What follows belongs to an exercise in optimizing a design on an open flow for small area; a production flow would make more cautious choices. The RTL was checked by simulation tests, not by an equivalence proof against the original design. No driver is modelled on the clock port, so clocking that relies on it looks cheaper here than on a real chip. Power figures rest on the tool's default switching activity, not on a simulated workload.

===== flow/constraint.sdc =====
create_clock -name core_clock -period 12.0 [get_ports {clk}]
set_input_delay 2.4000 -clock core_clock [delete_from_list [all_inputs] [get_ports {clk}]]
set_output_delay 2.4000 -clock core_clock [all_outputs]
set_load 0.01 [all_outputs]

===== flow/design.v =====
module serper_unit (
    input  wire        clk,
    input  wire        rst,
    input  wire        in_valid,
    output wire        in_ready,
    input  wire [15:0] in_w,
    input  wire        in_draining,
    input  wire        in_ce,
    input  wire        in_brk,
    input  wire        in_nine,
    input  wire [15:0] in_bit_time,
    input  wire [18:0] in_frame,
    input  wire [31:0] in_now,
    input  wire [31:0] in_done_at,
    input  wire [18:0] in_frozen_rem,
    input  wire [18:0] in_accum,
    output reg         out_valid,
    output wire        out_noop,
    output wire [19:0] out_baud,
    output wire [18:0] out_tx_period,
    output wire [16:0] out_rx_period,
    output wire        out_resc,
    output wire        out_sched,
    output wire [15:0] out_bit_time,
    output wire [18:0] out_frame,
    output wire [31:0] out_time
);
    function [19:0] radd19(input [18:0] x, input [18:0] y, input ci);
        integer k;
        reg c;
        begin
            c = ci;
            for (k = 0; k < 19; k = k + 1) begin
                radd19[k] = x[k] ^ y[k] ^ c;
                c = (x[k] & y[k]) | (x[k] & c) | (y[k] & c);
            end
            radd19[19] = c;
        end
    endfunction
    function [16:0] radd16(input [15:0] x, input [15:0] y, input ci);
        integer k;
        reg c;
        begin
            c = ci;
            for (k = 0; k < 16; k = k + 1) begin
                radd16[k] = x[k] ^ y[k] ^ c;
                c = (x[k] & y[k]) | (x[k] & c) | (y[k] & c);
            end
            radd16[16] = c;
        end
    endfunction
    function gtc15(input [14:0] x, input [14:0] kc);
        integer k;
        reg g;
        begin
            g = 1'b0;
            for (k = 0; k < 15; k = k + 1)
                g = kc[k] ? (x[k] & g) : (x[k] | g);
            gtc15 = g;
        end
    endfunction
    function gtc17(input [16:0] x, input [16:0] kc);
        integer k;
        reg g;
        begin
            g = 1'b0;
            for (k = 0; k < 17; k = k + 1)
                g = kc[k] ? (x[k] & g) : (x[k] | g);
            gtc17 = g;
        end
    endfunction
    function carry19(input [18:0] x, input [18:0] y, input ci);
        integer k;
        reg c;
        begin
            c = ci;
            for (k = 0; k < 19; k = k + 1)
                c = (x[k] & y[k]) | (x[k] & c) | (y[k] & c);
            carry19 = c;
        end
    endfunction
    function carry13(input [12:0] x, input [12:0] y, input ci);
        integer k;
        reg c;
        begin
            c = ci;
            for (k = 0; k < 13; k = k + 1)
                c = (x[k] & y[k]) | (x[k] & c) | (y[k] & c);
            carry13 = c;
        end
    endfunction
    function [6:0] inc7(input [6:0] x);
        integer k;
        reg c;
        begin
            c = 1'b1;
            for (k = 0; k < 7; k = k + 1) begin
                inc7[k] = x[k] ^ c;
                c = x[k] & c;
            end
        end
    endfunction
    reg        busy;
    reg        divp, finp;
    reg [6:0]  t;           
    reg [34:0] a;
    reg [31:0] tm;          
    reg [15:0] d;           
    reg        cy;
    reg [15:0] period;
    reg        pset;
    reg        noop_q, drain_q, nine_q, ce_q, cenb_q;
    wire [14:0] m  = period[14:0];
    wire        nb = period[15];
    wire [15:0] n  = radd16({1'b0, m}, 16'd0, 1'b1);
    wire [3:0] idx =
        gtc15(m, 15'd31112) ? 4'd1  :
        gtc15(m, 15'd11440) ? 4'd2  :
        gtc15(m, 15'd5729)  ? 4'd3  :
        gtc15(m, 15'd2864)  ? 4'd4  :
        gtc15(m, 15'd1432)  ? 4'd5  :
        gtc15(m, 15'd715)   ? 4'd6  :
        gtc15(m, 15'd357)   ? 4'd7  :
        gtc15(m, 15'd237)   ? 4'd8  :
        gtc15(m, 15'd178)   ? 4'd9  :
        gtc15(m, 15'd108)   ? 4'd10 :
        gtc15(m, 15'd88)    ? 4'd11 :
        gtc15(m, 15'd58)    ? 4'd12 :
        gtc15(m, 15'd28)    ? 4'd13 :
        gtc15(m, 15'd25)    ? 4'd14 :
        gtc15(m, 15'd12)    ? 4'd15 : 4'd1;
    reg [17:0] rate;
    always @(*) begin
        case (idx)
            4'd2:  rate = 18'd300;
            4'd3:  rate = 18'd600;
            4'd4:  rate = 18'd1200;
            4'd5:  rate = 18'd2400;
            4'd6:  rate = 18'd4800;
            4'd7:  rate = 18'd9600;
            4'd8:  rate = 18'd14400;
            4'd9:  rate = 18'd19200;
            4'd10: rate = 18'd31400;
            4'd11: rate = 18'd38400;
            4'd12: rate = 18'd57600;
            4'd13: rate = 18'd115200;
            4'd14: rate = 18'd128000;
            4'd15: rate = 18'd256000;
            default: rate = 18'd110;
        endcase
    end
    assign out_baud = nb ? {1'b0, rate, 1'b0} : {2'b00, rate};
    wire [19:0] n10s = radd19({n, 3'b000}, {2'b00, n, 1'b0}, 1'b0);
    wire [18:0] n10 = n10s[18:0];
    wire [19:0] txs = radd19(n10, nb ? {3'b000, n} : 19'd0, 1'b0);
    wire [18:0] tx  = txs[18:0];
    wire [19:0] frs = radd19(n10, nine_q ? {3'b000, n} : 19'd0, 1'b0);
    assign out_tx_period = tx;
    assign out_rx_period = gtc17(tx[18:2], 17'd227) ? tx[18:2] : 17'd227;
    assign out_frame     = frs[18:0];
    assign out_bit_time  = n;
    assign out_noop  = noop_q;
    assign out_resc  = !noop_q && drain_q && (n != d);
    assign out_sched = out_resc && cenb_q;
    assign out_time  = tm;
    assign in_ready = !busy;
    wire accept = in_valid && !busy;
    wire [19:0] ddl  = radd19(in_done_at[18:0], ~in_now[18:0], 1'b1);
    wire        dd_ge = carry13(in_done_at[31:19], ~in_now[31:19], ddl[19]);
    wire        a_le = carry19(in_frame, ~in_accum, 1'b1);
    wire [18:0] rem0 =
        in_ce ? (in_brk ? in_frozen_rem : (dd_ge ? ddl[18:0] : 19'd0))
              : (a_le ? in_accum : in_frame);
    wire mul   = busy && !divp;
    wire fin   = finp;
    wire first = (t == 7'd0) || (t == 7'd39);
    wire [15:0] op1  = first ? 16'd0 : a[34:19];
    wire [15:0] op2  = mul ? ((a[0] && !fin) ? n : 16'd0) : ~d;
    wire [16:0] s    = radd16(op1, op2, !mul);
    wire        fits = s[16];
    wire sa   = cenb_q & tm[0];
    wire sb   = a[0];
    wire sc   = first ? (ce_q & (|a[34:20])) : cy;
    wire ssum = sa ^ sb ^ sc;
    always @(posedge clk) begin
        if (!busy)
            a <= {s[16:0], rem0[18:0]};
        else if (mul)
            a <= {s[16:0], a[18:1]};
        else
            a <= {(fits ? s[14:0] : a[33:19]), a[18:0], fits};
        cy <= (sa & sb) | (sa & sc) | (sb & sc);
        if (!busy)
            tm <= {in_now[24:0], in_now[31:25]};
        else if (fin)
            tm <= {ssum, tm[31:1]};
        else
            tm <= {tm[0], tm[31:1]};
        if (!busy) begin
            d       <= in_bit_time;
            noop_q  <= pset && (in_w == period);
            drain_q <= in_draining;
            nine_q  <= in_nine;
            ce_q    <= in_ce;
            cenb_q  <= in_ce && !in_brk;
        end
        if (accept)
            period <= in_w;
        t <= busy ? inc7(t) : 7'd0;
        if (!busy || t == 7'd38) divp <= 1'b0;
        else if (t == 7'd18)     divp <= 1'b1;
        if (!busy || t == 7'd70) finp <= 1'b0;
        else if (t == 7'd38)     finp <= 1'b1;
        if (rst) begin
            busy      <= 1'b0;
            pset      <= 1'b0;
            out_valid <= 1'b0;
        end else begin
            out_valid <= busy && (t == 7'd70);
            if (accept) begin
                busy <= 1'b1;
                pset <= 1'b1;
            end else if (t == 7'd70)
                busy <= 1'b0;
        end
    end
endmodule

===== flow/run.sh =====
#!/bin/bash
# synth_recipe.tcl (not shown) runs the flow's synth.tcl, then flattens the netlist and writes it again
# the make line also repeats each setting of config.mk as NAME=value (left out here)
make -C /OpenROAD-flow-scripts/flow DESIGN_CONFIG=/design/flow/config.mk WORK_HOME=/design/flow/orfs CLKGATE_MAP_FILE= SYNTH_SCRIPT=/design/flow/synth_recipe.tcl finish

===== flow/config.mk =====
export PLATFORM = sky130hd
export DESIGN_NAME = serper_unit
export DESIGN_NICKNAME = serper_unit
export VERILOG_FILES = /design/flow/design.v
export SDC_FILE = /design/flow/constraint.sdc
export NUM_CORES = 4
export LEC_CHECK = 0
export CAP_MARGIN = 20
export CORE_MARGIN = 2
export CORE_UTILIZATION = 40
export SLEW_MARGIN = 20

==> flow_metrics.tcl, run 1 <==
set metrics [dict create \
    dr.pass1.iters 5 \
    cts_tree "done" \
    worstSetupEndpointType "output port" \
    busiest_layer "met2" \
    cp.arrival_ns 9.31 \
    drt_iter0_markers 546 \
    yosysUniqueCellTypes 69 \
    drv_slew 0 \
    grt_max_degree 88 \
    period_share 0.976 \
    post-route-util 0.565 \
    synth_area_per_cell_sq_um 9.01 \
    ys_ff_latch 117 \
    die_w_um 160 \
    grt_use_total 0.237 \
    critPathKind "flip-flop to output port" \
    worstHoldStart "t[0]" \
    worstSkewPairLatency_ns 0.43 \
    use_met1 0.300 \
    synth_edf_count 37 \
    fmax_ghz 0.0854 \
    yosysMostFrequentCell "inv_1" \
    startpoint "period[0]" \
    hold_ws_ns 0.438 \
    antenna_left 0 \
    syn_inst 1082 \
    start_kind "flip-flop" \
    num_vias 8908 \
    nets 1623 \
    yosysSeqAreaShare 0.278 \
    required_ns 9.60 \
    setup_viol 0 \
    synth_area_leaders "dfxtp_1 16%, fa_1 16%, edfxtp_1 11%, inv_1 4.9%, ha_1 4.6%" \
    grt_pass1_vias 8965 \
    hpwl_mm 24.4 \
    vias_per_cell 5.28 \
    use_met3 0.0652 \
    power_density_nw_per_um2 138 \
    die_area_sq_um 25600 \
    coreArea_sq_um 24100 \
    nFillCells 2276 \
    clockRootBuffer "clkbuf_16" \
    syn-cell-area_sq_um 9740 \
    synthArstFlopShare 0 \
    relSlewSlack 0.268 \
    drc_errors 0 \
    worst_pin_slew_ns 1.10 \
    cts_buffers 17 \
    yosys_warnings 1 \
    ys.flop_type "dfxtp_1" \
    pre_cts_slack_ns -0.0616 \
    finalWeightedCongestion 0.886 \
    drv_cap 0 \
    status "finished clean" \
    cp_max_fo 8 \
    diodes 0 \
    wire_per_inst_um 18.2 \
    p_leak_uw 0.00560 \
    min_period_ns 11.71 \
    finalHoldViolations 0 \
    clk_path_buf_depth 2 \
    area_growth_pct 39.9 \
    rows 57 \
    overflow 0 \
    io_pins 288 \
    drive_gt1_frac 0.0932 \
    netlist_top_cells_count "128 x inv_1, 104 x nand2_1, 80 x dfxtp_1" \
    path_clk_slew_ns 0.06 \
    clock_skew_ns 0.0138 \
    synth_area_leader_cell "dfxtp_1" \
    finalWirelength_mm 30.7 \
    reg2reg_from "busy" \
    cts_sinks 117 \
    ir_worst_vdd_mv 0.0957 \
    finalSetupTns_ns 0 \
    fin_ws_ns 0.291 \
    final_cells 1687 \
    antenna_found_initial 0 \
    grt_pass1_wl_mm 48.1 \
    port_buffers 285 \
    hold_path_class "flip-flop to flip-flop" \
    dp_cells 1650 \
    htreeDepth 4 \
    synth_top_area_frac 0.164 \
    use_met2 0.389 \
    die_h_um 160 \
    start_util 0.404 \
]
through the flow:
stage	area, sq um	power, uW
floorplan	9750	971
global placement	12900	1380
detailed placement	12900	1380
CTS	13600	1900
global route	13600	2010
finish	13600	1880
where the power goes:
part | internal [uW] | total [uW] | leakage (uW) | switching, uW
Sequential | 473 | 527 | 0.00104 | 54.1
Clock | 289 | 494 | 0.000280 | 205
Combinational | 461 | 863 | 0.00428 | 403
Total | 1220 | 1880 | 0.00560 | 662
per-layer routing:
layer,up-vias,share of wire
met4,0,0.028
li1,4292,-
met1,4162,0.43
met2,405,0.46
met3,49,0.085
met5,-,0
final cells by class:
class	instances	area, sq um	area share
timing repair buffer	318	3100	0.227
multi-input combinational	766	6350	0.466
clock inverter	15	141	0.0104
tap	324	405	0.0297
sequential	117	2720	0.199
inverter	130	488	0.0358
clock buffer	17	425	0.0312
sequential cells by signal, indices dropped and copies added (netlist names), 7 cells and up:
signal and count:
a 35, d 16, tm 32, period 16, t 7
critical path, stage by stage (launching register included):
cell	delay (ns)
edfxtp_1	0.43
ha_1	0.24
inv_1	0.06
ha_1	0.23
buf_4	0.17
ha_1	0.20
fa_1	0.53
inv_1	0.06
fa_2	0.35
fa_2	0.41
fa_2	0.41
fa_2	0.40
fa_1	0.46
fa_2	0.41
fa_2	0.41
fa_2	0.40
fa_1	0.46
fa_2	0.41
fa_2	0.40
fa_1	0.43
inv_1	0.07
ha_1	0.14
ha_1	0.24
or4_4	0.53
nor3_4	0.24
o41ai_4	0.16
and2_1	0.18
clkdlybuf4s50_1	0.47
cell usage in the layout (no fill, tap or decap), types with 16 or more instances in the layout:
| master | instances |
|---|---|
| edfxtp_1 | 37 |
| a21oi_1 | 41 |
| xnor2_1 | 31 |
| dfxtp_1 | 78 |
| clkbuf_16 | 17 |
| a221oi_1 | 22 |
| mux2i_1 | 45 |
| clkdlybuf4s50_1 | 285 |
| fa_1 | 60 |
| inv_1 | 128 |
| and2_1 | 26 |
| mux2_2 | 24 |
| nor2b_1 | 20 |
| a211oi_1 | 18 |
| o21ai_0 | 52 |
| nand2_1 | 104 |
| fa_2 | 17 |
| o31ai_1 | 20 |
| nor3_1 | 43 |
| buf_4 | 33 |
| ha_1 | 35 |
| a21o_1 | 16 |
| nor2_1 | 47 |
timing repair:
item,4_1_cts,5_1_grt
hold buffers,0,0
buffers inserted,3,1
pin swaps,1,1
setup endpoints to repair,8,8
gates resized for setup,13,10
final timing paths:
kind	endpoint	slack [ns]	cells after the start
setup / recovery	out_rx_period[4]	0.29	27
hold / removal	t[0]	0.44	1
setup reg to reg	a[33]	1.81	27
hold reg to reg	t[0]	0.44	1
cells by family after synthesis:
logic type / count (synthesis) / synth area share
AO/OA/AOI/OAI: 235 / 0.169
XOR/XNOR: 36 / 0.0324
AND/OR/NAND/NOR: 302 / 0.151
adder cells (fa/ha/maj): 121 / 0.213
multiplexers: 70 / 0.0755
flip-flops: 117 / 0.278
buffers and inverters: 200 / 0.0804
other: 1 / 0.000385
==> run 2: changes to the inputs <==
==> flow/flow/run.sh (new file) <==
#!/bin/bash
# The standard ORFS layout (the standard.sh: standard synthesis, floorplan,
# placement, CTS, routing), with one change: the buffers that global placement
# puts on every input and output port are the smallest buffer cell, buf_1,
# instead of the default clkdlybuf4s50_1. make's full output goes to
# flow_make.log here; each ORFS step keeps its own log under orfs/logs/.
set -euo pipefail
bash standard.sh 'BUFFER_PORTS_ARGS=-buffer_cell sky130_fd_sc_hd__buf_1' finish > flow_make.log 2>&1
==> flow/standard.sh (new file) <==
#!/bin/bash
# synth_recipe.tcl (not shown) runs the flow's synth.tcl, then flattens the netlist and writes it again
# the make line also repeats each setting of config.mk as NAME=value (left out here)
make -C /OpenROAD-flow-scripts/flow DESIGN_CONFIG=/design/flow/config.mk WORK_HOME=/design/flow/orfs CLKGATE_MAP_FILE= SYNTH_SCRIPT=/design/flow/synth_recipe.tcl "${@:-finish}"
removed: flow/run.sh
==> flow_metrics.tcl, run 2 <==
set metrics [dict create \
    dr.pass1.iters 5 \
    synthArstFlopShare 0 \
    antenna_found_initial 2 \
    start_util 0.404 \
    grt_pass1_wl_mm 46.9 \
    rsz0062_at_grt "no" \
    register_area_sq_um 2720 \
    finalWirelength_mm 29.0 \
    worstSetupEndpointType "output port" \
    cts_tree "done" \
    antenna_left 0 \
    path_clk_slew_ns 0.06 \
    min_period_ns 11.63 \
    ctsHoldBuffers 0 \
    cp_max_fo 8 \
    reg2reg_from "busy" \
    synth_top_area_frac 0.164 \
    drv_cap 0 \
    mostFrequentLayoutCell "buf_1" \
    ys_ff_latch 117 \
    finalWeightedCongestion 0.882 \
    power_uw 1690 \
    grt_max_degree 113 \
    num_vias 8753 \
    netlist_top_cells_count "128 x inv_1, 104 x nand2_1, 80 x dfxtp_1" \
    fmax_ghz 0.0860 \
    rows 57 \
    worst_pin_slew_ns 1.08 \
    grt_use_total 0.229 \
    drive_gt1_frac 0.0806 \
    critPathKind "flip-flop to output port" \
    clock_skew_ns 0.0191 \
    relSlewSlack 0.279 \
    wire_per_inst_um 17.3 \
    required_ns 9.60 \
    yosys_warnings 1 \
    startpoint "period[0]" \
    finalHoldViolations 0 \
    htreeDepth 4 \
    syn_inst 1082 \
    p_leak_uw 0.00478 \
    setup_viol 0 \
    nFillCells 2401 \
    drc_errors 0 \
    area_growth_pct 20.7 \
    finalSetupTns_ns 0 \
    hpwl_mm 23.1 \
    drt_iter0_markers 508 \
    largest_reg_flops 35 \
    hold_path_class "flip-flop to flip-flop" \
    synth_area_per_cell_sq_um 9.01 \
    top_register "a" \
    hold_ws_ns 0.441 \
    overflow 0 \
    synth_area_leader_cell "dfxtp_1" \
    clockRootBuffer "clkbuf_16" \
    yosysSeqAreaShare 0.278 \
    cts_buffers 17 \
    vias_per_cell 5.22 \
    start_kind "flip-flop" \
    drv_slew 0 \
    synth_area_leaders "dfxtp_1 16%, fa_1 16%, edfxtp_1 11%, inv_1 4.9%, ha_1 4.6%" \
    worstSkewPairLatency_ns 0.41 \
    yosysUniqueCellTypes 69 \
    synth_edf_count 37 \
    power_density_nw_per_um2 143 \
    worstHoldStart "t[0]" \
    ir_worst_vdd_mv 0.0865 \
    cts_sinks 117 \
    grt_pass1_vias 8826 \
    reg_top3 "a x35, tm x32" \
    die_w_um 160 \
    ys.flop_type "dfxtp_1" \
    clk_path_buf_depth 2 \
    port_buffers 285 \
    status "finished clean" \
    period_share 0.970 \
    yosysMostFrequentCell "inv_1" \
    cp.arrival_ns 9.23 \
    syn-cell-area_sq_um 9740 \
    die_area_sq_um 25600 \
    coreArea_sq_um 24100 \
    nets 1612 \
    layout_common_cells "284 x buf_1, 128 x inv_1, 104 x nand2_1, 78 x dfxtp_1, 66 x fa_1" \
    io_pins 288 \
    die_h_um 160 \
    multi_input_area_sq_um 6340 \
]
[run 2: cell types whose count changed in the layout (fill, tap and decap cells not counted), sizes merged, moves of 3 or more]
cell,previous run,this run
buf,33,306
clkinv,7,4
clkdlybuf4s50,285,0
clkbuf,17,22
[run 2: final cells by class]
type	count	area share
flip-flops and latches	117	0.231
diodes	1	0.000213
multi-input cells	766	0.539
clock inverters	11	0.00734
clock buffers	21	0.0411
repair buffers	307	0.105
inverters	130	0.0415
well taps	324	0.0345
[run 2: routing by layer]
metal	global-route usage	vias up	wire length (um)
met5	0	-	0
met4	0.0700	0	607
met3	0.0561	37	2220
met2	0.389	377	13900
met1	0.288	4066	12300
li1	-	4273	-
[run 2: repair_timing]
item | 4_1_cts | 5_1_grt
gates cloned | 0 | 0
setup buffers | 2 | 0
resized for setup | 6 | 11
pin swaps | 1 | 1
endpoints found under the setup margin | 8 | 8
[run 2: report_power, final]
part	leakage, uW	internal [uW]	switching (uW)
Clock	0.000276	292	197
Sequential	0.00104	473	50.6
Combinational	0.00346	280	393
[run 2: cell families after synthesis]
family	count (synthesis)	synth area share
buffers and inverters	200	0.0804
muxes	70	0.0755
AOI/OAI and AO/OA	235	0.169
xor gates and xnor gates	36	0.0324
DFF	117	0.278
other	1	0.000385
and+or+nand+nor	302	0.151
adders and majority gates	121	0.213
[run 2: per-stage QoR]
stage                     area [sq um]  worst slack, ns  utilization  cells
after floorplan                   9750            0.366            -   1083
after global placement           11100            0.285        0.460   1641
after detailed placement         11100            0.174        0.460   1641
after CTS                        11700           0.0498        0.486   1675
after global routing             11800           0.0210        0.488   1676
final                            11800            0.365        0.488   1677
[run 2: worst paths after layout]
kind	to	slack, ns	depth (start not counted)
worst max-delay path	out_rx_period[4]	0.37	27
worst min-delay path	t[0]	0.44	1
worst max register to register	a[26]	2.26	26
worst min register to register	t[0]	0.44	1
[run 2: critical path: stages, from the launching register on]
cell      delay, ns
edfxtp_1       0.43
ha_2           0.22
inv_1          0.07
ha_1           0.24
buf_4          0.17
ha_1           0.20
fa_1           0.53
inv_1          0.07
fa_1           0.40
fa_2           0.41
fa_1           0.45
fa_1           0.47
fa_2           0.41
fa_2           0.40
fa_2           0.40
fa_2           0.40
fa_1           0.45
fa_1           0.46
fa_1           0.46
fa_1           0.43
inv_1          0.07
ha_1           0.14
ha_1           0.25
or4_1          0.56
nor3_4         0.26
o41ai_4        0.16
and2_1         0.18
buf_1          0.12
==> run 3: changes to the inputs <==
==> flow/flow/run.sh (replaced) <==
#!/bin/bash
# The standard ORFS layout (standard.sh) with three changes, all outside
# what is measured:
#  - synthesis: the same yosys script (same registers, same names and cell
#    types), but abc maps the logic with an area-oriented script
#    (flow/abc_map.script) instead of ORFS's delay-oriented one;
#  - the buffer that global placement puts on every input and output port is
#    the smallest buffer cell, buf_1, instead of clkdlybuf4s50_1;
#  - CTS uses clkbuf_8 and no dummy loads.
# make's full output goes to flow_make.log in this folder; every ORFS step
# keeps its own log under orfs/logs/.
set -euo pipefail
rm -rf scripts_local
cp -r "$FLOW_HOME/scripts" scripts_local
cp flow/abc_map.script scripts_local/abc_speed.script
bash standard.sh \
  "SCRIPTS_DIR=$PWD/scripts_local" \
  'BUFFER_PORTS_ARGS=-buffer_cell sky130_fd_sc_hd__buf_1' \
  'CTS_ARGS=-sink_clustering_enable -repair_clock_nets -dont_use_dummy_load -buf_list sky130_fd_sc_hd__clkbuf_8 -sink_clustering_size 60 -sink_clustering_max_diameter 300' \
  finish > flow_make.log 2>&1
==> flow/flow/abc_map.script (new file) <==
strash
ifraig
scorr
dc2
strash
dch -f
amap
strash
dch -f
amap
topo
stime -c
dnsize -c
==> flow_metrics.tcl, run 3 <==
set metrics [dict create \
    antenna_found_initial 0 \
    largest_reg_flops 35 \
    min_period_ns 11.61 \
    die_h_um 152 \
    p_leak_uw 0.00380 \
    yosysMostFrequentCell "clkinv_1" \
    synthArstFlopShare 0 \
    ys_ff_latch 117 \
    cts_buffers 17 \
    finalHoldViolations 0 \
    die_w_um 152 \
    layout_common_cells "285 x buf_1, 195 x clkinv_1, 116 x nor2_1, 90 x nand2_1, 80 x dfxtp_1" \
    power_density_nw_per_um2 133 \
    vias_per_cell 5.35 \
    mostFrequentLayoutCell "buf_1" \
    die_area_sq_um 23200 \
    cts_tree "done" \
    yosysUniqueCellTypes 49 \
    cp_num_buf_inv 4 \
    syn-cell-area_sq_um 8820 \
    grt_use_total 0.230 \
    antenna_left 0 \
    rsz0062_at_grt "no" \
    cts_sinks 117 \
    coreArea_sq_um 21800 \
    cp_common_cell "fa_1" \
    grt_pass1_wl_mm 43.5 \
    drv_cap 0 \
    drt_iter0_markers 417 \
    overflow 0 \
    wire_per_inst_um 16.6 \
    grt_max_degree 80 \
    cp_max_fo 8 \
    synth_edf_count 37 \
    clockRootBuffer "clkbuf_8" \
    nets 1612 \
    fin_ws_ns 0.393 \
    rows 54 \
    hold_path_class "flip-flop to flip-flop" \
    num_vias 8645 \
    worstSetupEndpointType "output port" \
    area_growth_pct 22.1 \
    diodes 0 \
    crit_family "adder cells" \
    max_stage_delay_ns 0.47 \
    io_pins 288 \
    pre_cts_slack_ns -0.441 \
    setup_viol 0 \
    htreeDepth 4 \
    dr.pass1.iters 5 \
    finalWirelength_mm 26.8 \
    grt_pass1_vias 8603 \
    fmax_ghz 0.0862 \
    clk_path_buf_depth 2 \
    required_ns 9.60 \
    post-route-util 0.495 \
    finalWeightedCongestion 0.887 \
    synth_area_per_cell_sq_um 8.66 \
    hpwl_mm 21.0 \
    synth_top_area_frac 0.182 \
    syn_inst 1018 \
    yosys_warnings 1 \
    clock_skew_ns 0.0266 \
    worstSkewPairLatency_ns 0.45 \
    ys.flop_type "dfxtp_1" \
    yosysSeqAreaShare 0.308 \
    path_clk_slew_ns 0.07 \
    port_buffers 285 \
    top_register "a" \
    netlist_top_cells_count "199 x clkinv_1, 117 x nor2_1, 90 x nand2_1" \
    reg_top3 "a x35, tm x32" \
    critPathKind "flip-flop to output port" \
    slowest_stage "fa_1" \
    period_share 0.967 \
    synth_area_leader_cell "dfxtp_1" \
    drv_slew 0 \
    status "finished clean" \
    start_kind "flip-flop" \
    drc_errors 0 \
    ir_worst_vdd_mv 0.0682 \
    ctsHoldBuffers 0 \
    drive_gt1_frac 0.0539 \
    start_util 0.405 \
    worst_pin_slew_ns 0.880 \
    cp.arrival_ns 9.21 \
    synth_area_leaders "dfxtp_1 18%, fa_1 17%, edfxtp_1 13%, clkinv_1 8.5%, ha_1 5.1%" \
    relSlewSlack 0.411 \
]
run 3: cell families (layout without fill, tap and decap cells):
| kind of cell | count (synthesis) | after routing | share of synthesized area |
|---|---|---|---|
| AO/OA/AOI/OAI | 276 | 276 | 0.224 |
| adder cells (fa/ha/maj) | 113 | 113 | 0.226 |
| buffers and inverters | 210 | 528 | 0.0903 |
| flip-flops | 117 | 117 | 0.308 |
| other | 1 | 2 | 0.000425 |
| AND/OR/NAND/NOR | 301 | 301 | 0.152 |
run 3: layout make-up:
class / instances / area [sq um]
flip-flops and latches: 117 / 2710
well taps: 280 / 350
repair buffers: 312 / 1300
fillers: 2249 / 11000
inverters: 199 / 757
clock buffers: 17 / 234
multi-input cells: 692 / 5410
run 3: through the flow:
| step | instance area (sq um) | TNS [ns] | total power (uW) | cells | hold slack (ns) |
|---|---|---|---|---|---|
| 6_report | 10800 | 0 | 1430 | 1617 | 0.447 |
| 5_1_grt | 10800 | 0 | 1550 | 1617 | 0.480 |
| 4_1_cts | 10600 | 0 | 1440 | 1609 | 0.449 |
| 3_5_place_dp | 10300 | -3.60 | 1160 | 1589 | 0.432 |
| 3_3_place_gp | 10300 | -0.816 | 1160 | 1589 | 0.420 |
| 2_1_floorplan | 8830 | 0 | 949 | 1019 | 0.406 |
run 3: report_power, final:
part           internal (uW)  switching [uW]
combinational            262             390
sequential               472            42.9
clock                    124             141
run 3: repair_timing:
action | 4_1_cts | 5_1_grt
pin swaps | 0 | 3
buffers inserted | 3 | 7
gates resized for setup | 1 | 29
gates cloned | 0 | 1
setup endpoints to repair | 5 | 27
run 3: path summary, 6_finish.rpt:
kind                                start               end  slack [ns]  depth (start not counted)
worst min-delay path                 t[0]              t[0]        0.45                          1
worst max-delay path            period[1]  out_rx_period[1]        0.39                         27
worst min register to register       t[0]              t[0]        0.45                          1
worst max register to register       busy             a[21]        1.32                         28
run 3: per-layer routing:
| layer | GRT usage | wire length (um) |
|---|---|---|
| met2 | 0.392 | 12800 |
| met5 | 0 | 0 |
| met3 | 0.0475 | 1820 |
| met1 | 0.301 | 11800 |
| met4 | 0.0556 | 355 |
==> run 4: changes to the inputs <==
--- a/flow/design.v
+++ b/flow/design.v
@@ -113,48 +113,46 @@
     wire [14:0] m  = period[14:0];
     wire        nb = period[15];
     wire [15:0] n  = radd16({1'b0, m}, 16'd0, 1'b1);
-    wire [3:0] idx =
-        gtc15(m, 15'd31112) ? 4'd1  :
-        gtc15(m, 15'd11440) ? 4'd2  :
-        gtc15(m, 15'd5729)  ? 4'd3  :
-        gtc15(m, 15'd2864)  ? 4'd4  :
-        gtc15(m, 15'd1432)  ? 4'd5  :
-        gtc15(m, 15'd715)   ? 4'd6  :
-        gtc15(m, 15'd357)   ? 4'd7  :
-        gtc15(m, 15'd237)   ? 4'd8  :
-        gtc15(m, 15'd178)   ? 4'd9  :
-        gtc15(m, 15'd108)   ? 4'd10 :
-        gtc15(m, 15'd88)    ? 4'd11 :
-        gtc15(m, 15'd58)    ? 4'd12 :
-        gtc15(m, 15'd28)    ? 4'd13 :
-        gtc15(m, 15'd25)    ? 4'd14 :
-        gtc15(m, 15'd12)    ? 4'd15 : 4'd1;
-    reg [17:0] rate;
-    always @(*) begin
-        case (idx)
-            4'd2:  rate = 18'd300;
-            4'd3:  rate = 18'd600;
-            4'd4:  rate = 18'd1200;
-            4'd5:  rate = 18'd2400;
-            4'd6:  rate = 18'd4800;
-            4'd7:  rate = 18'd9600;
-            4'd8:  rate = 18'd14400;
-            4'd9:  rate = 18'd19200;
-            4'd10: rate = 18'd31400;
-            4'd11: rate = 18'd38400;
-            4'd12: rate = 18'd57600;
-            4'd13: rate = 18'd115200;
-            4'd14: rate = 18'd128000;
-            4'd15: rate = 18'd256000;
-            default: rate = 18'd110;
-        endcase
-    end
+    wire bt0 = gtc15(m, 15'd31112);
+    wire bt1 = gtc15(m, 15'd11440);
+    wire bt2 = gtc15(m, 15'd5729);
+    wire bt3 = gtc15(m, 15'd2864);
+    wire bt4 = gtc15(m, 15'd1432);
+    wire bt5 = gtc15(m, 15'd715);
+    wire bt6 = gtc15(m, 15'd357);
+    wire bt7 = gtc15(m, 15'd237);
+    wire bt8 = gtc15(m, 15'd178);
+    wire bt9 = gtc15(m, 15'd108);
+    wire bt10 = gtc15(m, 15'd88);
+    wire bt11 = gtc15(m, 15'd58);
+    wire bt12 = gtc15(m, 15'd28);
+    wire bt13 = gtc15(m, 15'd25);
+    wire bt14 = gtc15(m, 15'd12);
+    wire [17:0] rate;
+    assign rate[0] = 1'b0;
+    assign rate[1] = bt0 | ~bt14;
+    assign rate[2] = bt0 | (bt1 & ~bt0) | ~bt14;
+    assign rate[3] = bt0 | (bt1 & ~bt0) | (bt2 & ~bt1) | (bt9 & ~bt8) | ~bt14;
+    assign rate[4] = (bt2 & ~bt1) | (bt3 & ~bt2);
+    assign rate[5] = bt0 | (bt1 & ~bt0) | (bt3 & ~bt2) | (bt4 & ~bt3) | (bt9 & ~bt8) | ~bt14;
+    assign rate[6] = bt0 | (bt2 & ~bt1) | (bt4 & ~bt3) | (bt5 & ~bt4) | (bt7 & ~bt6) | ~bt14;
+    assign rate[7] = (bt3 & ~bt2) | (bt5 & ~bt4) | (bt6 & ~bt5) | (bt9 & ~bt8);
+    assign rate[8] = (bt1 & ~bt0) | (bt4 & ~bt3) | (bt6 & ~bt5) | (bt8 & ~bt7) | (bt11 & ~bt10);
+    assign rate[9] = (bt2 & ~bt1) | (bt5 & ~bt4) | (bt8 & ~bt7) | (bt9 & ~bt8) | (bt10 & ~bt9) | (bt12 & ~bt11);
+    assign rate[10] = (bt3 & ~bt2) | (bt6 & ~bt5) | (bt10 & ~bt9) | (bt13 & ~bt12);
+    assign rate[11] = (bt4 & ~bt3) | (bt7 & ~bt6) | (bt8 & ~bt7) | (bt9 & ~bt8) | (bt14 & ~bt13);
+    assign rate[12] = (bt5 & ~bt4) | (bt7 & ~bt6) | (bt9 & ~bt8) | (bt10 & ~bt9) | (bt13 & ~bt12);
+    assign rate[13] = (bt6 & ~bt5) | (bt7 & ~bt6) | (bt9 & ~bt8) | (bt11 & ~bt10) | (bt13 & ~bt12) | (bt14 & ~bt13);
+    assign rate[14] = (bt8 & ~bt7) | (bt9 & ~bt8) | (bt11 & ~bt10) | (bt12 & ~bt11) | (bt13 & ~bt12) | (bt14 & ~bt13);
+    assign rate[15] = (bt10 & ~bt9) | (bt11 & ~bt10) | (bt12 & ~bt11) | (bt13 & ~bt12) | (bt14 & ~bt13);
+    assign rate[16] = (bt12 & ~bt11) | (bt13 & ~bt12) | (bt14 & ~bt13);
+    assign rate[17] = (bt14 & ~bt13);
     assign out_baud = nb ? {1'b0, rate, 1'b0} : {2'b00, rate};
     wire [19:0] n10s = radd19({n, 3'b000}, {2'b00, n, 1'b0}, 1'b0);
     wire [18:0] n10 = n10s[18:0];
-    wire [19:0] txs = radd19(n10, nb ? {3'b000, n} : 19'd0, 1'b0);
-    wire [18:0] tx  = txs[18:0];
-    wire [19:0] frs = radd19(n10, nine_q ? {3'b000, n} : 19'd0, 1'b0);
+    wire [19:0] n11s = radd19(n10, {3'b000, n}, 1'b0);
+    wire [18:0] tx  = nb ? n11s[18:0] : n10;
+    wire [18:0] frs = nine_q ? n11s[18:0] : n10;
     assign out_tx_period = tx;
     assign out_rx_period = gtc17(tx[18:2], 17'd227) ? tx[18:2] : 17'd227;
     assign out_frame     = frs[18:0];
==> flow_metrics.tcl, run 4 <==
set metrics [dict create \
    worstSkewPairLatency_ns 0.44 \
    drv_slew 0 \
    drv_cap 0 \
    drc_errors 0 \
    grt_pass1_wl_mm 42.7 \
    cp_max_fo 8 \
    r2r_end "a[24]" \
    largest_reg_flops 35 \
    path_clk_slew_ns 0.06 \
    cp_common_cell "fa_2" \
    synth_top_area_frac 0.191 \
    ir_worst_vdd_mv 0.0619 \
    status "finished clean" \
    cp_num_buf_inv 5 \
    cts_buffers 17 \
    reg2reg_from "divp" \
    setup_viol 0 \
    post-route-util 0.502 \
    relSlewSlack 0.443 \
    netlist_top_cells_count "150 x clkinv_1, 130 x nor2_1, 83 x a21oi_1" \
    clk_path_buf_depth 2 \
    diodes 0 \
    area_growth_pct 22.3 \
    hpwl_mm 21.9 \
    antenna_left 0 \
    ctsHoldBuffers 0 \
    power_density_nw_per_um2 133 \
    antenna_found_initial 0 \
    rows 52 \
    max_stage_delay_ns 0.50 \
    nets 1553 \
    synthArstFlopShare 0 \
    io_pins 288 \
    die_area_sq_um 22200 \
    grt_pass1_vias 8345 \
    start_util 0.411 \
    num_vias 8580 \
    hold_path_class "flip-flop to flip-flop" \
    overflow 0 \
    layout_common_cells "284 x buf_1, 146 x clkinv_1, 130 x nor2_1, 83 x a21oi_1, 80 x dfxtp_1" \
    yosysMostFrequentCell "clkinv_1" \
    slowest_stage "or4_4" \
    vias_per_cell 5.47 \
    ys_ff_latch 117 \
    grt_max_degree 65 \
    mostFrequentLayoutCell "buf_1" \
    dr.pass1.iters 5 \
    wire_per_inst_um 17.3 \
    critPathKind "flip-flop to output port" \
    worstHoldStart "t[0]" \
    cts_sinks 117 \
    yosys_warnings 1 \
    drt_iter0_markers 392 \
    synth_area_leader_cell "dfxtp_1" \
    cp.arrival_ns 9.15 \
    place_area_sq_um 9900 \
    dp_cells 1552 \
    port_buffers 285 \
    top_register "a" \
    hold_ws_ns 0.448 \
    min_to "t[0]" \
    fmax_ghz 0.0866 \
    crit_family "adder cells" \
    die_w_um 149 \
    r2r_slack_ns 1.51 \
    synth_area_per_cell_sq_um 8.49 \
    synth_edf_count 37 \
    power_uw 1370 \
    min_period_ns 11.55 \
    grt_use_total 0.246 \
    yosysUniqueCellTypes 48 \
    postCtsSetupRepairBufs 0 \
    finalWeightedCongestion 0.916 \
    p_leak_uw 0.00371 \
    cts_tree "done" \
    clockRootBuffer "clkbuf_8" \
    synth_area_leaders "dfxtp_1 19%, fa_1 15%, edfxtp_1 13%, clkinv_1 6.7%, nor2_1 5.8%" \
    reg_top3 "a x35, tm x32" \
    start_kind "flip-flop" \
    reg2regPathDepth 28 \
    finalWirelength_mm 27.2 \
    yosysSeqAreaShare 0.323 \
    coreArea_sq_um 20400 \
    rsz0062_at_grt "no" \
    final_cell_area_sq_um 10300 \
    worstSetupEndpointType "output port" \
    syn-cell-area_sq_um 8390 \
    required_ns 9.60 \
    final_cells 1569 \
    die_h_um 149 \
    period_share 0.962 \
    worst_pin_slew_ns 0.832 \
    syn_inst 989 \
    htreeDepth 4 \
    clock_skew_ns 0.0193 \
    hold_path_depth 1 \
    finalHoldViolations 0 \
    drive_gt1_frac 0.0554 \
    ys.flop_type "dfxtp_1" \
]
==> run 4: cell types whose count changed in the layout (fill, tap and decap cells not counted), sizes merged, moves of 9 or more <==
cell	change
a21oi	+31
a221o	-11
a31oi	+10
buf	-9
clkinv	-48
fa	-15
nand2	-27
nand3	+23
nor2	+13
o22a	+10
o311ai	-14
==> run 4: final cells by class <==
cell class                      instances  area, sq um
Clock buffer                           17          234
Fill cell                            2043        10200
Inverter                              150          571
Multi-Input combinational cell        712         5190
Sequential cell                       117         2710
Tap cell                              270          338
Timing Repair Buffer                  303         1220
==> run 4: repair_timing <==
| item | CTS | global route |
|---|---|---|
| pin swaps | 0 | 8 |
| endpoints found under the setup margin | 8 | 27 |
| resized for setup | 14 | 26 |
==> run 4: cell families after synthesis <==
group,share of synthesized area
compound gates,0.235
fa+ha+maj,0.193
buf+inv,0.0729
flops,0.323
other cells,0.000447
simple gates,0.176
==> run 4: worst max path at each step <==
stage | from | to | depth (start not counted)
after floorplan | busy | a[24] | 25
after global placement | in_now[0] | a[14] | 44
after detailed placement | in_now[0] | a[14] | 44
after CTS | period[0] | out_rx_period[6] | 28
after global routing | period[0] | out_rx_period[6] | 26
final | period[0] | out_rx_period[6] | 28
==> run 4: power by group <==
part,switching (uW),internal (uW),total [uW]
registers,43.4,471,515
clock network,136,124,260
logic,354,240,593
==> run 4: metal layers <==
layer	share of wire	track usage	routed length (um)	vias to the layer above
met5	0	0	0	-
met4	0.023	0.0790	634	0
met3	0.087	0.0609	2360	49
met2	0.48	0.427	13000	385
met1	0.41	0.302	11200	3977
li1	-	-	-	4169
==> run 4: stage by stage <==
| stage | setup slack (ns) | TNS [ns] |
|---|---|---|
| after floorplan | 0.121 | 0 |
| after global placement | -0.161 | -2.59 |
| after detailed placement | -0.276 | -4.26 |
| after CTS | 0.00588 | 0 |
| after global routing | 0.00290 | 0 |
| final | 0.455 | 0 |
==> run 5: changes to the inputs <==
--- a/flow/design.v
+++ b/flow/design.v
@@ -14,7 +14,7 @@
     input  wire [31:0] in_done_at,
     input  wire [18:0] in_frozen_rem,
     input  wire [18:0] in_accum,
-    output reg         out_valid,
+    output wire        out_valid,
     output wire        out_noop,
     output wire [19:0] out_baud,
     output wire [18:0] out_tx_period,
@@ -101,7 +101,7 @@
         end
     endfunction
     reg        busy;
-    reg        divp, finp;
+    reg        divp;
     reg [6:0]  t;           
     reg [34:0] a;
     reg [31:0] tm;          
@@ -161,7 +161,8 @@
     assign out_resc  = !noop_q && drain_q && (n != d);
     assign out_sched = out_resc && cenb_q;
     assign out_time  = tm;
-    assign in_ready = !busy;
+    assign in_ready  = !busy;
+    assign out_valid = busy && (t == 7'd96);
     wire accept = in_valid && !busy;
     wire [19:0] ddl  = radd19(in_done_at[18:0], ~in_now[18:0], 1'b1);
     wire        dd_ge = carry13(in_done_at[31:19], ~in_now[31:19], ddl[19]);
@@ -170,8 +171,8 @@
         in_ce ? (in_brk ? in_frozen_rem : (dd_ge ? ddl[18:0] : 19'd0))
               : (a_le ? in_accum : in_frame);
     wire mul   = busy && !divp;
-    wire fin   = finp;
-    wire first = (t == 7'd0) || (t == 7'd39);
+    wire fin   = busy && t[6] && !t[5];
+    wire first = (t == 7'd25) || (t == 7'd64);
     wire [15:0] op1  = first ? 16'd0 : a[34:19];
     wire [15:0] op2  = mul ? ((a[0] && !fin) ? n : 16'd0) : ~d;
     wire [16:0] s    = radd16(op1, op2, !mul);
@@ -204,21 +205,17 @@
         end
         if (accept)
             period <= in_w;
-        t <= busy ? inc7(t) : 7'd0;
-        if (!busy || t == 7'd38) divp <= 1'b0;
-        else if (t == 7'd18)     divp <= 1'b1;
-        if (!busy || t == 7'd70) finp <= 1'b0;
-        else if (t == 7'd38)     finp <= 1'b1;
+        t <= busy ? inc7(t) : 7'd25;
+        if (!busy || t == 7'd63) divp <= 1'b0;
+        else if (t == 7'd43)     divp <= 1'b1;
         if (rst) begin
-            busy      <= 1'b0;
-            pset      <= 1'b0;
-            out_valid <= 1'b0;
+            busy <= 1'b0;
+            pset <= 1'b0;
         end else begin
-            out_valid <= busy && (t == 7'd70);
             if (accept) begin
                 busy <= 1'b1;
                 pset <= 1'b1;
-            end else if (t == 7'd70)
+            end else if (t == 7'd96)
                 busy <= 1'b0;
         end
     end
==> flow/flow/run.sh (replaced) <==
#!/bin/bash
# The standard ORFS layout (standard.sh) with these changes, all outside
# what is measured:
#  - synthesis: the same yosys script (same registers, same names and cell
#    types), but abc maps the logic with an area-oriented script
#    (flow/abc_map.script) instead of ORFS's delay-oriented one;
#  - the buffer that global placement puts on every input and output port is
#    the smallest buffer cell, buf_1, instead of clkdlybuf4s50_1;
#  - clock tree: flow/preclk.tcl (run just before CTS) splits the register
#    clock pins into eight placement groups, each behind one clkbuf_8, and
#    CTS then buffers only the clk net itself, without dummy loads.
# make's full output goes to flow_make.log in this folder; every ORFS step
# keeps its own log under orfs/logs/.
set -euo pipefail
rm -rf scripts_local
cp -r "$FLOW_HOME/scripts" scripts_local
cp flow/abc_map.script scripts_local/abc_speed.script
bash standard.sh \
  "SCRIPTS_DIR=$PWD/scripts_local" \
  'BUFFER_PORTS_ARGS=-buffer_cell sky130_fd_sc_hd__buf_1' \
  "PRE_CTS_TCL=$PWD/flow/preclk.tcl" \
  'CTS_ARGS=-clk_nets clk -dont_use_dummy_load -buf_list sky130_fd_sc_hd__clkbuf_8' \
  finish > flow_make.log 2>&1
==> flow/flow/preclk.tcl (new file) <==
# Run by ORFS just before CTS (PRE_CTS_TCL). Buffers the clock by hand: the
# register clock pins are split by recursive bisection of their placement
# (alternately in x and y) into 2^depth groups, and each group gets one clock
# buffer at its centre. CTS then only builds the short tree from the clk
# port to these buffers.
set depth 3
set cell sky130_fd_sc_hd__clkbuf_8
set block [ord::get_db_block]
set clknet [$block findNet clk]
set master [[ord::get_db] findMaster $cell]
set sinks {}
foreach it [$clknet getITerms] {
  set loc [[$it getInst] getLocation]
  lappend sinks [list [lindex $loc 0] [lindex $loc 1] $it]
}
puts "preclk: [llength $sinks] clock sinks, depth $depth, $cell"
set groups [list $sinks]
for {set d 0} {$d < $depth} {incr d} {
  set next {}
  foreach g $groups {
    set s [lsort -integer -index [expr {$d % 2}] $g]
    set h [expr {([llength $s] + 1) / 2}]
    lappend next [lrange $s 0 [expr {$h - 1}]] [lrange $s $h end]
  }
  set groups $next
}
set k 0
foreach g $groups {
  set sx 0
  set sy 0
  foreach s $g {
    incr sx [lindex $s 0]
    incr sy [lindex $s 1]
  }
  set buf [odb::dbInst_create $block $master "clkbuf_man_$k"]
  $buf setLocation [expr {$sx / [llength $g]}] [expr {$sy / [llength $g]}]
  $buf setPlacementStatus PLACED
  set net [odb::dbNet_create $block "clknet_man_$k"]
  $net setSigType CLOCK
  [$buf findITerm A] connect $clknet
  [$buf findITerm X] connect $net
  foreach s $g {
    set it [lindex $s 2]
    $it disconnect
    $it connect $net
  }
  puts "preclk: clkbuf_man_$k drives [llength $g] clock pins"
  incr k
}
==> flow_metrics.tcl, run 5 <==
set metrics [dict create \
    start_kind "flip-flop" \
    die_h_um 148 \
    setup_viol 0 \
    max_stage_delay_ns 0.50 \
    yosysUniqueCellTypes 51 \
    vias_per_cell 5.38 \
    ys.flop_type "dfxtp_1" \
    die_area_sq_um 22000 \
    syn_inst 984 \
    top_layer_used "met4" \
    slowest_stage "or4_1" \
    post-route-util 0.501 \
    cts_tree "done" \
    finalHoldViolations 0 \
    cp.arrival_ns 9.19 \
    area_growth_pct 22.2 \
    grt_pass1_vias 8058 \
    grt_use_total 0.236 \
    relSlewSlack 0.417 \
    num_vias 8448 \
    ctsHoldBuffers 0 \
    coreArea_sq_um 20400 \
    hold_path_class "flip-flop to flip-flop" \
    port_buffers 285 \
    synth_area_leaders "dfxtp_1 19%, fa_1 15%, edfxtp_1 13%, clkinv_1 6.9%, a21oi_1 4.7%" \
    finalWeightedCongestion 0.897 \
    mostFrequentLayoutCell "buf_1" \
    synth_area_per_cell_sq_um 8.48 \
    yosysSeqAreaShare 0.320 \
    yosys_warnings 1 \
    crit_family "adder cells" \
    synth_top_area_frac 0.187 \
    overflow 0 \
    drc_errors 0 \
    grt_pass1_wl_mm 41.7 \
    fmax_ghz 0.0863 \
    cp_max_fo 8 \
    layout_common_cells "283 x buf_1, 151 x clkinv_1, 104 x nor2_1, 79 x a21oi_1" \
    ys_ff_latch 115 \
    drive_gt1_frac 0.0570 \
    drv_cap 0 \
    reg_top3 "a x35, tm x32" \
    antenna_left 0 \
    antenna_found_initial 0 \
    netlist_top_cells_count "154 x clkinv_1, 105 x nor2_1, 79 x a21oi_1" \
    synthArstFlopShare 0 \
    die_w_um 148 \
    finalWirelength_mm 26.6 \
    met3_wirelength_mm 1.99 \
    rsz0062_at_grt "no" \
    met2_length_mm 13.1 \
    place_area_sq_um 9910 \
    hold_ws_ns 0.452 \
    io_pins 288 \
    critPathKind "flip-flop to output port" \
    rows 52 \
    start_util 0.410 \
    cts_buffers 3 \
    r2r_slack_ns 1.41 \
    p_leak_uw 0.00366 \
    yosysMostFrequentCell "clkinv_1" \
    hpwl_mm 21.4 \
    power_density_nw_per_um2 130 \
    ir_worst_vdd_mv 0.0853 \
    synth_area_leader_cell "dfxtp_1" \
    synth_edf_count 37 \
    drt_iter0_markers 358 \
    worstSetupEndpointType "output port" \
    min_period_ns 11.59 \
    clock_skew_ns 0.0326 \
    hold_path_depth 1 \
    worstSkewPairLatency_ns 0.47 \
    reg2regPathDepth 26 \
    top_register "a" \
    cp_num_buf_inv 5 \
    largest_reg_flops 35 \
    status "finished clean" \
    cp_common_cell "fa_2" \
    grt_max_degree 81 \
    final_cell_area_sq_um 10200 \
    dr.pass1.iters 5 \
    syn-cell-area_sq_um 8340 \
    m1WireLength_mm 11.1 \
    worst_pin_slew_ns 0.874 \
    path_clk_slew_ns 0.10 \
    drv_slew 0 \
    nets 1552 \
    wire_per_inst_um 17.0 \
    required_ns 9.60 \
    period_share 0.966 \
    path_depth 28 \
]
run 5: cell types whose count changed after synthesis, sizes merged, moves of 8 or more:
cell    previous run  this run
nor2             130       105
nand2             63        78
a31oi             14        22
nor3              17        25
o221ai            34        26
run 5: final cells by class, clock buffers not listed:
cell class	count	area (sq um)
Fill cell	2047	10200
Multi-Input combinational cell	705	5160
Sequential cell	115	2670
Timing Repair Buffer	313	1290
Inverter	154	581
Tap cell	270	338
Buffer	8	110
Antenna cell	1	2.50
run 5: metal layers:
layer  up-vias  track usage
met2       348        0.421
met5         -            0
met3        34       0.0387
met1      3897        0.304
met4         0       0.0462
li1       4169            -
run 5: metrics by stage:
| stage | setup WS, ns | TNS, ns | total power, uW | std cells |
|---|---|---|---|---|
| after floorplan | 0.135 | 0 | 918 | 985 |
| final | 0.409 | 0 | 1330 | 1569 |
| after detailed placement | -0.189 | -1.29 | 1110 | 1554 |
| after global routing | 0.0151 | 0 | 1440 | 1568 |
| after global placement | -0.0824 | -0.420 | 1110 | 1554 |
| after CTS | 0.0239 | 0 | 1330 | 1567 |
run 5: kinds of logic after synthesis:
| family | after synthesis | synth area share |
|---|---|---|
| compound gates | 297 | 0.238 |
| simple gates | 314 | 0.173 |
| flops | 115 | 0.320 |
| other cells | 1 | 0.000449 |
| buf+inv | 165 | 0.0751 |
| fa+ha+maj | 92 | 0.194 |
run 5: path summary, 6_finish.rpt:
kind                            startpoint               end
worst max-delay path             period[0]  out_rx_period[6]
worst min-delay path                  t[0]              t[0]
worst max register to register        busy             a[32]
worst min register to register        t[0]              t[0]
run 5: where the power goes:
group / total (uW) / internal, uW / switching, uW
Sequential: 507 / 465 / 42.2
Combinational: 609 / 252 / 357
Clock: 213 / 83.2 / 130
Total: 1330 / 801 / 529
run 5: timing repair:
action	in CTS	in global routing
hold endpoints to repair	0	0
gates cloned	0	0
gates resized for setup	16	19
setup buffers	2	1
pin swaps	1	6
setup endpoints to repair	8	27
==> run 6: changes to the inputs <==
--- a/flow/design.v
+++ b/flow/design.v
@@ -154,7 +154,8 @@
     wire [18:0] tx  = nb ? n11s[18:0] : n10;
     wire [18:0] frs = nine_q ? n11s[18:0] : n10;
     assign out_tx_period = tx;
-    assign out_rx_period = gtc17(tx[18:2], 17'd227) ? tx[18:2] : 17'd227;
+    wire rx_big = nb ? gtc15(m, 15'd81) : gtc15(m, 15'd90);
+    assign out_rx_period = rx_big ? tx[18:2] : 17'd227;
     assign out_frame     = frs[18:0];
     assign out_bit_time  = n;
     assign out_noop  = noop_q;
--- a/flow/flow/run.sh
+++ b/flow/flow/run.sh
@@ -7,7 +7,7 @@
 #  - the buffer that global placement puts on every input and output port is
 #    the smallest buffer cell, buf_1, instead of clkdlybuf4s50_1;
 #  - clock tree: flow/preclk.tcl (run just before CTS) splits the register
-#    clock pins into eight placement groups, each behind one clkbuf_8, and
+#    clock pins into sixteen placement groups, each behind one clkbuf_4, and
 #    CTS then buffers only the clk net itself, without dummy loads.
 # make's full output goes to flow_make.log in this folder; every ORFS step
 # keeps its own log under orfs/logs/.
==> flow/flow/abc_map.script (replaced) <==
strash
ifraig
scorr
dc2
strash
&get -n
&deepsyn -T 30
&put
dch -f
amap
topo
stime -c
dnsize -c
--- a/flow/flow/preclk.tcl
+++ b/flow/flow/preclk.tcl
@@ -3,8 +3,8 @@
 # (alternately in x and y) into 2^depth groups, and each group gets one clock
 # buffer at its centre. CTS then only builds the short tree from the clk
 # port to these buffers.
-set depth 3
-set cell sky130_fd_sc_hd__clkbuf_8
+set depth 4
+set cell sky130_fd_sc_hd__clkbuf_4
 set block [ord::get_db_block]
 set clknet [$block findNet clk]
 set master [[ord::get_db] findMaster $cell]
==> flow_metrics.tcl, run 6 <==
set metrics [dict create \
    status "finished clean" \
    start_util 0.407 \
    syn_inst 976 \
    p_switching_uw 511 \
    p_seq_frac 0.394 \
    cp_common_cell "fa_2" \
    min_period_ns 11.52 \
    synth_area_per_cell_sq_um 8.44 \
    synth-simple-area-share 0.156 \
    nets 1545 \
    area_growth_pct 20.8 \
    finalWeightedCongestion 0.900 \
    reg2regPathDepth 26 \
    antenna_found_initial 0 \
    rsz0062_at_grt "no" \
    yosysSeqAreaShare 0.324 \
    grt_max_degree 76 \
    fin_ws_ns 0.481 \
    clock_skew_ns 0.0152 \
    rows 52 \
    drive_gt1_frac 0.0372 \
    relSlewSlack 0.289 \
    finalWirelength_mm 25.1 \
    synth_fa_ha_area_frac 0.196 \
    layout_common_cells "285 x buf_1, 183 x clkinv_1, 117 x nor2_1, 92 x o21ai_0, 77 x dfxtp_1" \
    reg_top3 "a x35, tm x32" \
    port_buffers 285 \
    yosysMostFrequentCell "clkinv_1" \
    yosys-mux-area-fraction 0 \
    finalHoldViolations 0 \
    start_kind "input pin" \
    hold_ws_ns 0.446 \
    top_register "a" \
    die_area_sq_um 21800 \
    diodes 0 \
    r2r_end "a[20]" \
    dr.pass1.iters 5 \
    p_clk_frac 0.169 \
    hold_path_depth 1 \
    setup_viol 0 \
    overflow 0 \
    largest_reg_flops 35 \
    internal-power_uw 783 \
    period_share 0.960 \
    antenna_left 0 \
    drt_iter0_markers 353 \
    nFillCells 2081 \
    yosysUniqueCellTypes 46 \
    fmax_ghz 0.0868 \
    worstSkewPairLatency_ns 0.48 \
    drc_errors 0 \
    drv_slew 0 \
    hpwl_mm 20.0 \
    startpoint "in_now[0]" \
    cp_max_fo 18 \
    cts_tree "done" \
    hold_path_class "flip-flop to flip-flop" \
    final_cells 1561 \
    synth_compound_area_frac 0.237 \
    io_pins 288 \
    synth_edf_count 37 \
    grt_use_total 0.225 \
    power_density_nw_per_um2 130 \
    required_ns 12.36 \
    grt_pass1_vias 7923 \
    dp_cells 1540 \
    worstSetupEndpointType "flip-flop" \
    ys.flop_type "dfxtp_1" \
    synth_xor_area_frac 0 \
    ys_ff_latch 115 \
    reg2reg_from "busy" \
    synth_top_family_by_area "compound AO/OA/AOI/OAI gates" \
    vias_per_cell 5.33 \
    combPwrFrac 0.437 \
    power_switching_share 0.395 \
    pre_cts_slack_ns -0.582 \
    worst_pin_slew_ns 1.06 \
    mostFrequentLayoutCell "buf_1" \
    p_leak_uw 0.00352 \
    ir_worst_vdd_mv 0.0634 \
    slowest_stage "fa_1" \
    die_w_um 148 \
    synth_top_area_frac 0.189 \
    synthArstFlopShare 0 \
    cts_buffers 3 \
    drv_cap 0 \
    coreArea_sq_um 20200 \
    netlist_top_cells_count "184 x clkinv_1, 118 x nor2_1, 92 x o21ai_0" \
    path_clk_slew_ns 0.08 \
    r2r_slack_ns 2.36 \
    num_vias 8315 \
    critPathKind "input pin to flip-flop" \
    syn-cell-area_sq_um 8240 \
    die_h_um 148 \
    synth_area_leaders "dfxtp_1 19%, fa_1 15%, edfxtp_1 13%, clkinv_1 8.4%, o21ai_0 5.6%" \
    wire_per_inst_um 16.1 \
    cp.arrival_ns 11.88 \
    endpoint "a[9]" \
    synth_area_leader_cell "dfxtp_1" \
    max_stage_delay_ns 0.40 \
    grt_pass1_wl_mm 39.7 \
    yosys_warnings 1 \
]
-- run 6: changes by cell type after synthesis, moves of 13 or more --
cell / change
a21oi_1: -50
a31oi_1: -16
clkinv_1: +30
nand3_1: -37
nor2_1: +13
o21ai_0: +51
o22a_1: -20
o22ai_1: +32
-- run 6: kinds of logic after synthesis --
logic type / count (synthesis)
AO/OA/AOI/OAI: 300
adder cells (fa/ha/maj): 92
AND/OR/NAND/NOR: 282
other: 1
flip-flops: 115
buffers and inverters: 186
-- run 6: layout make-up, clock buffers not listed --
| cell class | count | area, sq um | area share |
|---|---|---|---|
| buffer | 16 | 120 | 0.0121 |
| inverter | 184 | 694 | 0.0698 |
| multi-input combinational | 676 | 4910 | 0.494 |
| sequential | 115 | 2670 | 0.269 |
| tap | 270 | 338 | 0.0339 |
| timing repair buffer | 297 | 1170 | 0.118 |
-- run 6: power by group through the flow --
| stage | Clock, uW | Sequential, uW | Combinational, uW |
|---|---|---|---|
| 4_1_cts | 231 | 510 | 567 |
| 2_1_floorplan | 0 | 514 | 388 |
| 5_1_grt | 246 | 518 | 643 |
| 3_5_place_dp | 0 | 519 | 562 |
| 6_report | 219 | 510 | 566 |
| 3_3_place_gp | 0 | 519 | 558 |
-- run 6: worst max-delay path, delay by kind of cell --
family	cells	cell delay [ns]
adders and majority gates	19	6.51
and+or+nand+nor	5	0.46
AOI/OAI and AO/OA	15	2.10
buffers and inverters	4	0.37
-- run 6: per-stage QoR --
stage	utilization	TNS, ns	power, uW	area [sq um]
6_report	0.492	0	1290	9950
5_1_grt	0.492	0	1410	9950
4_1_cts	0.489	0	1310	9900
3_5_place_dp	0.481	-9.60	1080	9730
3_3_place_gp	0.481	-7.97	1080	9730
2_1_floorplan	-	0	901	8240
-- run 6: how the worst min path moves through the flow --
stage,startpoint,to,slack [ns]
3_3_place_gp,t[0],t[0],0.42
2_1_floorplan,t[0],t[0],0.40
4_1_cts,t[0],t[0],0.45
6_report,t[0],t[0],0.45
3_5_place_dp,t[0],t[0],0.43
5_1_grt,a[5],a[6],0.49
-- run 6: per-layer routing --
| layer | wire [um] | up-vias | part of all wire | global-route usage |
|---|---|---|---|---|
| met5 | 0 | - | 0 | 0 |
| met4 | 831 | 0 | 0.033 | 0.0851 |
| met3 | 1850 | 51 | 0.074 | 0.0444 |
| met2 | 11800 | 338 | 0.47 | 0.384 |
| met1 | 10600 | 3843 | 0.42 | 0.281 |
| li1 | - | 4083 | - | - |
-- run 6: timing repair --
item | 4_1_cts | 5_1_grt
pin swaps | 0 | 2
endpoints found under the setup margin | 15 | 20
gates resized for setup | 2 | 13
hold buffers | 0 | 0
buffers inserted | 0 | 2
==> run 7: changes to the inputs <==
--- a/flow/design.v
+++ b/flow/design.v
@@ -109,7 +109,7 @@
     reg        cy;
     reg [15:0] period;
     reg        pset;
-    reg        noop_q, drain_q, nine_q, ce_q, cenb_q;
+    reg        noop_q, drain_q, nine_q, ce_q, cenb_q, neg_q;
     wire [14:0] m  = period[14:0];
     wire        nb = period[15];
     wire [15:0] n  = radd16({1'b0, m}, 16'd0, 1'b1);
@@ -169,13 +169,13 @@
     wire        dd_ge = carry13(in_done_at[31:19], ~in_now[31:19], ddl[19]);
     wire        a_le = carry19(in_frame, ~in_accum, 1'b1);
     wire [18:0] rem0 =
-        in_ce ? (in_brk ? in_frozen_rem : (dd_ge ? ddl[18:0] : 19'd0))
+        in_ce ? (in_brk ? in_frozen_rem : ddl[18:0])
               : (a_le ? in_accum : in_frame);
     wire mul   = busy && !divp;
     wire fin   = busy && t[6] && !t[5];
     wire first = (t == 7'd25) || (t == 7'd64);
     wire [15:0] op1  = first ? 16'd0 : a[34:19];
-    wire [15:0] op2  = mul ? ((a[0] && !fin) ? n : 16'd0) : ~d;
+    wire [15:0] op2  = mul ? ((a[0] && !fin && !neg_q) ? n : 16'd0) : ~d;
     wire [16:0] s    = radd16(op1, op2, !mul);
     wire        fits = s[16];
     wire sa   = cenb_q & tm[0];
@@ -203,6 +203,7 @@
             nine_q  <= in_nine;
             ce_q    <= in_ce;
             cenb_q  <= in_ce && !in_brk;
+            neg_q   <= in_ce && !in_brk && !dd_ge;    
         end
         if (accept)
             period <= in_w;
==> flow_metrics.tcl, run 7 <==
set metrics [dict create \
    drv_slew 0 \
    finalHoldViolations 0 \
    clock_skew_ns 0.0273 \
    hold_ws_ns 0.453 \
    required_ns 9.60 \
    antenna_left 0 \
    drt_iter0_markers 439 \
    synth_edf_count 38 \
    top_register "a" \
    hpwl_mm 22.0 \
    largest_reg_flops 35 \
    startpoint "period[0]" \
    ys.flop_type "dfxtp_1" \
    final_cells 1532 \
    yosysMostFrequentCell "nor2_1" \
    multi_input_area_sq_um 4910 \
    finalWeightedCongestion 0.953 \
    use_met3 0.0575 \
    busiest_layer "met2" \
    power_uw 1310 \
    start_util 0.406 \
    fmax_ghz 0.0865 \
    cts.repair.resized 0 \
    synth_top_area_frac 0.191 \
    die_w_um 147 \
    nets 1515 \
    status "finished clean" \
    cts_buffers 3 \
    dr.pass1.iters 8 \
    grt_use_total 0.249 \
    worstSkewPairLatency_ns 0.48 \
    synth_area_leaders "dfxtp_1 19%, fa_1 15%, edfxtp_1 14%, nor2_1 7.5%, clkinv_1 6.8%" \
    ys_ff_latch 116 \
    use_met2 0.426 \
    drv_cap 0 \
    reg_top3 "a x35, tm x32" \
    wire_per_inst_um 18.0 \
    yosysSeqAreaShare 0.331 \
    rows 52 \
    die_h_um 147 \
    use_met1 0.305 \
    relSlewSlack 0.365 \
    hold_path_class "flip-flop to flip-flop" \
    setup_viol 0 \
    antenna_found_initial 1 \
    cp_common_cell "fa_1" \
    cp.arrival_ns 9.16 \
    start_kind "flip-flop" \
    min_period_ns 11.56 \
    path_clk_slew_ns 0.08 \
    grt_pass1_wl_mm 42.5 \
    reg2reg_from "t[6]" \
    area_growth_pct 20.3 \
    synthArstFlopShare 0 \
    postCtsSetupRepairBufs 0 \
    rsz0062_at_grt "no" \
    critPathKind "flip-flop to output port" \
    syn_inst 949 \
    drc_errors 0 \
    worstSetupEndpointType "output port" \
    power_density_nw_per_um2 134 \
    worstHoldStart "t[0]" \
    num_vias 8314 \
    cts_tree "done" \
    finalWirelength_mm 27.6 \
    mostFrequentLayoutCell "buf_1" \
    die_area_sq_um 21500 \
    ir_worst_vdd_mv 0.0673 \
    overflow 0 \
    cp_max_fo 8 \
    yosysUniqueCellTypes 46 \
    vias_per_cell 5.43 \
    crit_family "adder cells" \
    worst_pin_slew_ns 0.947 \
    grt_max_degree 80 \
    synth_area_per_cell_sq_um 8.59 \
    layout_common_cells "285 x buf_1, 162 x nor2_1, 147 x clkinv_1, 78 x o22ai_1, 78 x dfxtp_1" \
    slowest_stage "edfxtp_1" \
    dp_cells 1512 \
    synth_area_leader_cell "dfxtp_1" \
    register_area_sq_um 2700 \
    nFillCells 2061 \
    port_buffers 285 \
    syn-cell-area_sq_um 8160 \
    period_share 0.963 \
    ctsHoldBuffers 0 \
    yosys_warnings 1 \
    max_stage_delay_ns 0.52 \
    netlist_top_cells_count "162 x nor2_1, 148 x clkinv_1, 78 x dfxtp_1, 78 x o22ai_1, 62 x fa_1" \
    finalSetupTns_ns 0 \
    p_leak_uw 0.00355 \
    grt_pass1_vias 8119 \
    coreArea_sq_um 20100 \
    drive_gt1_frac 0.0246 \
    io_pins 288 \
    cp_num_buf_inv 5 \
]
-- run 7: changes by cell type after synthesis, sizes merged, moves of 7 or more --
cell and change:
o21ai -46, nor2 +44, clkinv -36, a21oi +30
nand2 -29, o221ai -21, o22a +21, nor3 +9
o21a -7, o22ai +7
-- run 7: area by class of cell, clock buffers not listed --
class | instances | area share
Multi-Input combinational cell | 684 | 0.501
Sequential cell | 116 | 0.276
Timing Repair Buffer | 294 | 0.116
Inverter | 148 | 0.0568
Tap cell | 270 | 0.0344
Buffer | 16 | 0.0122
Antenna cell | 1 | 0.000255
-- run 7: report_power, final --
group / switching [uW] / internal [uW]
Clock: 137 / 84.7
Combinational: 339 / 233
Sequential: 47.7 / 471
-- run 7: cells by family (layout without fill, tap and decap cells) --
logic type / Yosys count / after routing / synth area share
AND/OR/NAND/NOR: 304 / 304 / 0.168
buffers and inverters: 150 / 461 / 0.0700
flip-flops: 116 / 116 / 0.331
AO/OA/AOI/OAI: 286 / 286 / 0.232
other: 1 / 3 / 0.000460
adder cells (fa/ha/maj): 92 / 92 / 0.198
-- run 7: metal layers --
metal / wire length [um] / vias to the layer above
li1: - / 4005
met4: 1040 / 0
met2: 13000 / 405
met5: 0 / -
met1: 11200 / 3846
met3: 2340 / 58
-- run 7: path summary, 6_finish.rpt --
| check | end | slack, ns | cells after the start |
|---|---|---|---|
| max | out_rx_period[16] | 0.44 | 26 |
| min | t[0] | 0.45 | 1 |
| max reg2reg | a[0] | 2.37 | 30 |
| min reg2reg | t[0] | 0.45 | 1 |
-- run 7: through the flow --
step	worst slack, ns	area [sq um]	util
floorplan	0.334	8160	-
global placement	0.270	9640	0.480
detailed placement	0.138	9640	0.480
CTS	0.367	9810	0.488
global route	0.0512	9810	0.488
finish	0.444	9810	0.488

what the ideal ports hide:
In the flow no input, the clock included, has a driving cell. The finished layouts below were timed again as built, in two steps. Step 1 (the two cells are an assumption about what drives the block):
set clk [get_ports {clk}]
set_driving_cell -lib_cell sky130_fd_sc_hd__clkbuf_16 $clk
set_driving_cell -lib_cell sky130_fd_sc_hd__buf_2 [delete_from_list [all_inputs] $clk]
Step 2 adds t to the input delays and takes it off the output delays; t is the mean of the earliest and latest rising clock arrival at the registers after step 1. Input paths then give back, and output paths get back, about the clock's delay inside the block. a / b / c = ideal / step 1 / step 2; a / b = the first two.
run	t (ns)	setup slack, ns	worst data-port slew with drivers (ns)
run 1	0.466	0.291 / 0.244 / -0.040	0.08
run 2	0.455	0.365 / 0.318 / 0.162	0.07
run 3	0.472	0.393 / 0.351 / 0.245	0.07
run 4	0.468	0.455 / 0.419 / 0.107	0.09
run 5	0.494	0.409 / 0.365 / 0.125	0.08
run 6	0.508	0.481 / 0.497 / -0.011	0.07
run 7	0.511	0.444 / 0.405 / 0.152	0.08
Met with ideal ports but missed after step 2: setup timing in run 1 and run 6. The setup slack of run 6, which loses most, moves by +0.016 ns with the drivers and by -0.492 ns with both steps.
